This design comes from an exercise in tuning for small area, a short achievable clock period and few clock cycles on the open sky130 flow, not from production work.
Where RTL was checked, it was by simulation tests only, not by an equivalence proof against the original.
No activity file was given, so power comes from the tool's default toggle rates.

==> flow/design.v (excerpt) <==
module irpc_decode (
    input  wire        clk,
    input  wire        rst,         
    input  wire        in_valid,
    input  wire [15:0] in_tick,
    input  wire        in_last,
    output wire        in_ready,
    output reg         out_valid,
    output reg  [2:0]  out_kind,
    output wire [15:0] out_data
);
For scale: roughly 41 I/O pins, ~16,000 um2 of cells after synthesis.
==> flow/config.mk <==
export PLATFORM = sky130hd
export DESIGN_NAME = irpc_decode
export DESIGN_NICKNAME = irpc_decode
export VERILOG_FILES = /design/flow/design.v
export SDC_FILE = /design/flow/constraint.sdc
export NUM_CORES = 4
export LEC_CHECK = 0
export CAP_MARGIN = 20
export CORE_MARGIN = 2
export CORE_UTILIZATION = 40
export SLEW_MARGIN = 20
==> flow/constraint.sdc <==
create_clock -name core_clock -period 8.0 [get_ports {clk}]
set_input_delay 1.6000 -clock core_clock [delete_from_list [all_inputs] [get_ports {clk}]]
set_output_delay 1.6000 -clock core_clock [all_outputs]
set_load 0.01 [all_outputs]
run.sh (not shown) runs the stock make flow with config.mk's settings and CLKGATE_MAP_FILE= SYNTH_SCRIPT=/design/flow/synth_recipe.tcl, a recipe that flattens the netlist after the stock synthesis.
==> next run, changes <==
Settings changed: SETUP_SLACK_MARGIN from default to 4.5.
Outcome: The changed run produced a clean layout; total power rises by a little under a tenth; synthesized cell count does not change; hold slack is worse by 0.013 ns; non-clock buffer count went up by 36; clock power goes up by a few percent; maximum frequency hardly moves; synthesized area stays the same; first-iteration DRC count fell by a few percent.
No run of this note included a check of the RTL's function; only the layout flow was run.

* * *

MS:
irpc_decode, a different RTL version from the one above (not shown whole).
Size in the first run: ~2000 cells after synthesis, ~0.017 mm^2 of cells after synthesis.
export LEC_CHECK = 0
export CAP_MARGIN = 20
export CORE_MARGIN = 2
export CORE_UTILIZATION = 40
export SETUP_SLACK_MARGIN = 4.0
export SLEW_MARGIN = 20
export TNS_END_PERCENT = 5
create_clock -name core_clock -period 8.0 [get_ports {clk}]
MS finished every step from synthesis to the final layout, and the layout passed the timing, design-rule and antenna checks.
Input changes introduced in AL (baseline for comparison: MS):
diff --git a/flow/config.mk b/flow/config.mk
--- a/flow/config.mk
+++ b/flow/config.mk
@@ -11 +11 @@
-export SETUP_SLACK_MARGIN = 4.0
+export SETUP_SLACK_MARGIN = 3.5
--- outcome ---
- Going from MS to AL, minimum setup slack in the final design fell 0.33 ns, non-clock buffer count lost 44, filler cell count in the final layout picked up an extra about 0.4%, sequential portion of the cell area increased by 0.80 points relative to the old numbers.
- Compared with MS, AL improves via count.
- MS → AL: total length of routed wires down 2.3%, power consumption down 2.6%, critical path depth up 9, largest net degree at the start of global routing down 3.
Function was not checked in any run of this note: the RTL went through the layout flow alone.

* * *

try-onyx:
irpc_decode, a different RTL version from the one above (not shown whole).
For scale: roughly 2000 cells after synthesis, ~41 I/O pins.
export LEC_CHECK = 0
export CAP_MARGIN = 20
export CORE_MARGIN = 2
export CORE_UTILIZATION = 40
export SETUP_SLACK_MARGIN = 4.0
export SLEW_MARGIN = 20
create_clock -name core_clock -period 8.0 [get_ports {clk}]
try-onyx ran to completion and came out clean on the timing, design-rule and antenna checks.
Testbench counts of try-onyx, summed over its fixed seeds: cycles 19,592.
#### Input delta (try-harbor over try-onyx)
--- a/flow/config.mk
+++ b/flow/config.mk
@@ -10,3 +10,4 @@
 export CORE_UTILIZATION = 40
-export SETUP_SLACK_MARGIN = 4.0
+export SETUP_SLACK_MARGIN = 4.5
 export SLEW_MARGIN = 20
+export TNS_END_PERCENT = 5
Results
- try-harbor vs try-onyx on global-route usage: try-harbor is the higher one.
- Compared with try-onyx, in try-harbor combinational share of power +1.4 points, leakage power +2.8%.
- Against try-onyx, try-harbor reports a proportion of cell area occupied by multi-input gates that is lower.
- Compared with try-onyx, in try-harbor share of the clock period used by the worst path after layout shows no meaningful change, transition time at the pin with the least slew margin grew by 150 ps, total length of routed met2 wires up about 0.7%, sequential share of layout area moved down, post-route cell area moved up.
- Compared with try-onyx, try-harbor shows number of cells in the finished layout apart from fillers higher by 1.3%.
- In terms of worst hold slack, try-harbor and try-onyx differ only marginally.
The inputs of try-ember differ from those of try-harbor as listed below.
--- a/flow/config.mk
+++ b/flow/config.mk
@@ -12,2 +12 @@
 export SLEW_MARGIN = 20
-export TNS_END_PERCENT = 5
--- outcome ---
Status: proportion of cell area spent on the clock network parity (try-harbor, try-ember)
Reported combinational group power, try-harbor and try-ember, lower one = try-harbor.
From try-harbor to try-ember the numbers moved as follows: critical path data required time now larger, maximum net fanout on the critical path higher.
Comparing try-harbor and try-ember, the higher overall power is on try-ember.
Going from try-harbor to try-ember, sequential share of layout area shrinks by 1.9 points.
[try-ember vs try-harbor] met1 track utilization from global routing: higher in try-ember
Taking try-harbor as the reference, in try-ember final critical-path setup slack rose by 110 ps; final worst hold slack down 5.5 ps; final number of setup-violating endpoints about even.
--- input diff try-ember..try-xenon ---
--- a/flow/config.mk
+++ b/flow/config.mk
@@ -9,4 +9,4 @@
 export CORE_MARGIN = 2
-export CORE_UTILIZATION = 40
-export SETUP_SLACK_MARGIN = 4.5
+export CORE_UTILIZATION = 55
+export SETUP_SLACK_MARGIN = 5.0
 export SLEW_MARGIN = 20
[summary]
In summary, try-xenon completed successfully, with a layout that passed the timing, design-rule and antenna checks. try-ember vs try-xenon, leading cell type in the layout, fill and taps excluded: sky130_fd_sc_hd__nand2_1 vs sky130_fd_sc_hd__buf_4. Comparing clock share of power for try-ember and try-xenon, the smaller number came from try-xenon. Across both runs, arrival time at the worst endpoint was lower for try-xenon than for try-ember. Internal cell power | try-xenon above try-ember.

## afterwards: timing with drivers on the ports
In the flow no input, the clock included, has a driving cell. The finished layouts below were timed again as built, in two steps.
Step 1 sets driving cells, clkbuf_16 on the clock port and buf_2 on the other inputs (assumed; they add their load-dependent delay and slew).
Step 2 adds t to the input delays and takes it off the output delays; t is the mean of the earliest and latest rising clock arrival at the registers after step 1. Input paths then give back, and output paths get back, about the clock's delay inside the block.
Three values: no drivers, after step 1, after step 2; two values: the first two.
run	t, ns	setup WS [ns]	slew at the worst register clock pin (ns)
the first run of note 1	0.508	0.332 / 0.332 / 0.332	0.06 / 0.06
the second run of note 1	0.510	0.326 / 0.326 / 0.326	0.06 / 0.06
MS	0.529	3.975 / 3.918 / 3.785	0.08 / 0.08
AL	0.520	3.647 / 3.647 / 3.425	0.08 / 0.08
try-onyx	0.532	4.066 / 4.066 / 3.724	0.09 / 0.09
try-harbor	0.532	4.071 / 4.071 / 3.894	0.08 / 0.08
try-ember	0.529	4.178 / 4.178 / 3.892	0.08 / 0.08
try-xenon	0.528	4.172 / 4.172 / 3.806	0.09 / 0.09
After both steps setup and hold are still met in every run listed. The setup slack of try-xenon, which loses most, moves by 0.000 ns with the drivers and by -0.366 ns with both steps.
